This design comes from an exercise in tuning for small area, a short achievable clock period and few clock cycles on the open sky130 flow, not from production work.
Only simulation tests tie the RTL to the original design; equivalence was not proved.
Power figures rest on the tool's default switching activity, not on a simulated workload.

## job 101
## bsac_lag
module bsac_lag (
    input  wire        clk,
    input  wire        rst,
    input  wire        in_valid,
    output wire        in_ready,
    input  wire [31:0] in_data,
    input  wire [6:0]  in_min_period,
    output wire        out_valid,
    input  wire        out_ready,
    output wire [6:0]  out_lag,
    output wire [6:0]  out_best_lag,
    output wire [8:0]  out_best_value,
    output wire [8:0]  out_global_max,
    output wire        out_err
);
    localparam integer E   = 4;      
    localparam integer LE  = 2;     
    localparam integer LAT = 3;    
    localparam integer GAP = 1;        
    localparam [6:0]   LASTW = 7'd127 - E + 7'd1;
    localparam [1:0] H_IDLE = 2'd0, H_RUN = 2'd2, H_CHK = 2'd3;
    reg        have;       
    reg [2:0]  beat;
    reg        busy;       
    reg        pre;        
    reg        is_sw;      
    reg        is_gap;
    reg        is_st;      
    reg        iss;        
    reg [1:0]  gapc;
    reg [LAT-1:0] tv;      
    reg        rv;         
    reg        hgo;        
    reg [1:0]  hs;         
    reg        dn;         
    reg        ov;         
    reg [255:0] nb;        
    reg [255:0] pk;
    reg [255:0] sh;
    reg [6:0]   mp_ld;     
    reg [6:0]   mp;        
    reg [6:0]   ij;        
    reg [14:0]  mk;        
    reg [LAT-1:0] tm;      
    reg [6:0]   tj [0:LAT-1];
    reg [E-1:0] tf [0:LAT-1];   
    wire        in_rdy  = !have;
    wire        beat_ok = in_valid && in_rdy;
    wire [255:0] pkm;
    genvar gb;
    generate
        for (gb = 0; gb < 32; gb = gb + 1) begin : g_mask
            if (gb < 15) begin : g_m
                assign pkm[8*gb +: 8] = pk[8*gb +: 8] & {8{mk[gb]}};
            end else begin : g_n
                assign pkm[8*gb +: 8] = pk[8*gb +: 8];
            end
        end
    endgenerate
    wire [8:0] cv [0:E-1];
    wire [E-1:0] iflag;
    genvar ge;
    generate
        for (ge = 0; ge < E; ge = ge + 1) begin : g_eng
            wire [255:0] she = sh << ge;
  ...
For scale: about 8800 cells after synthesis, ~1600 flip-flops, ~78 I/O pins, roughly 95000 µm² of cells after synthesis.
Settings: LEC_CHECK=0, ABC_AREA=1, CAP_MARGIN=20, CORE_MARGIN=2, CORE_UTILIZATION=40, PLACE_DENSITY=0.6, SETUP_SLACK_MARGIN=5, SLEW_MARGIN=20; clock period 10.0 ns.
standard.sh (not shown) runs the stock make flow with config.mk's settings and CLKGATE_MAP_FILE= SYNTH_SCRIPT=/design/flow/synth_recipe.tcl, a recipe that flattens the netlist after the stock synthesis.
==> flow/flow/run.sh <==
#!/bin/bash
# The standard layout (the standard.sh: ORFS from synthesis to the final
# layout, unchanged clock and constraints) with two changes to how it is made:
#  - each input and output port is buffered with sky130_fd_sc_hd__buf_4
#    instead of the flow's default buffer choice;
#  - timing repair aims for 6.5 ns of setup slack instead of 5 ns.
set -e
export BUFFER_PORTS_ARGS="-buffer_cell sky130_fd_sc_hd__buf_4"
sed 's/SETUP_SLACK_MARGIN=[0-9.]*/SETUP_SLACK_MARGIN=6.5/' standard.sh > standard_m.sh
bash standard_m.sh > standard.log 2>&1
Testbench counts of job 101, summed over its fixed seeds: cycles 7,717.
Modified inputs, job 102 compared to job 101
diff --git a/flow/design.v b/flow/design.v
--- a/flow/design.v
+++ b/flow/design.v
@@ -230,12 +230,14 @@
     wire       c2    = r2 >= {1'b0, ed};
     reg  [7:0] rrd;        
     reg  [6:0] qq1;        
     wire [7:0] rsum  = {1'b0, racc} + {1'b0, rr};
     wire [7:0] rsmd  = {1'b0, racc} + rrd;
     wire       rcy   = !rsmd[7];
+    wire [6:0] tgt_a = tgt + qq;
+    wire [6:0] tgt_b = tgt + qq1;
     wire       cdec  = (hs == H_CHK) && cph && cv_r;    
     wire       hshort = {1'b0, bl} < {mp, 1'b0};        
     wire [10:0] bl11 = {1'b0, bl, 3'b0} + {3'b0, bl, 1'b0} + {4'b0, bl};
     wire [6:0] d0    = mp2 ? bl11 >> ({1'b0, mpl} + 4'd4) : bl >> mpl;
     reg        fin;
     reg [6:0]  fin_lag;
@@ -327,16 +329,16 @@
             if (cdec) begin
                 if (pk_r) begin
                     k <= k + 7'd1;
                     klast <= k + 7'd2 == d;
                     if (rcy) begin
                         racc <= rsmd[6:0];
-                        tgt  <= tgt + qq1;
+                        tgt  <= tgt_b;
                     end else begin
                         racc <= rsum[6:0];
-                        tgt  <= tgt + qq;
+                        tgt  <= tgt_a;
                     end
                 end else begin
                     ed  <= d - 7'd1;
                     ed2 <= d == 7'd3;
                 end
             end
Results
- Job 102 vs. job 101: routed wire length has decreased, clock power has decreased, die area has remained practically unchanged, normalized max-slew margin has increased, post-synthesis instance total has increased.
- Taking job 101 as the reference, in job 102 fraction of standard cell area that is sequential closely matched the old numbers, setup slack picked up an extra 7.6 ps, mean post-synth cell area decreased by about 0.3% relative to the old numbers.
- Job 102 against job 101: final weighted congestion of routability-driven global placement +about 0.8%, met3 capacity usage during global routing +0.23 points.
Testbench counts of job 102, summed over its fixed seeds: cycles 7,717.

## static timing again, ports no longer ideal
No port has a modelled driver above. Below, the same layouts with a new extraction and two added sets of constraints.
Step 1 sets driving cells, clkbuf_16 on the clock port and buf_2 on the other inputs (assumed; they add their load-dependent delay and slew).
Step 2, shift: input delay + t, output delay - t, t = (earliest + latest rising clock arrival at the registers) / 2. This alone moves slack from input paths to output paths.
Slacks: no drivers / after step 1 / after step 2; pairs: no drivers / after step 1.
| run | t (ns) | setup WS [ns] | pins driven straight from the clock port |
|---|---|---|---|
| job 101 | 0.919 | 6.545 / 6.457 / 5.763 | 1 |
| job 102 | 0.917 | 6.553 / 6.463 / 5.799 | 1 |
After both steps every run listed still meets setup and hold. The setup slack of job 101, which loses most, moves by -0.088 ns with the drivers and by -0.782 ns with both steps.
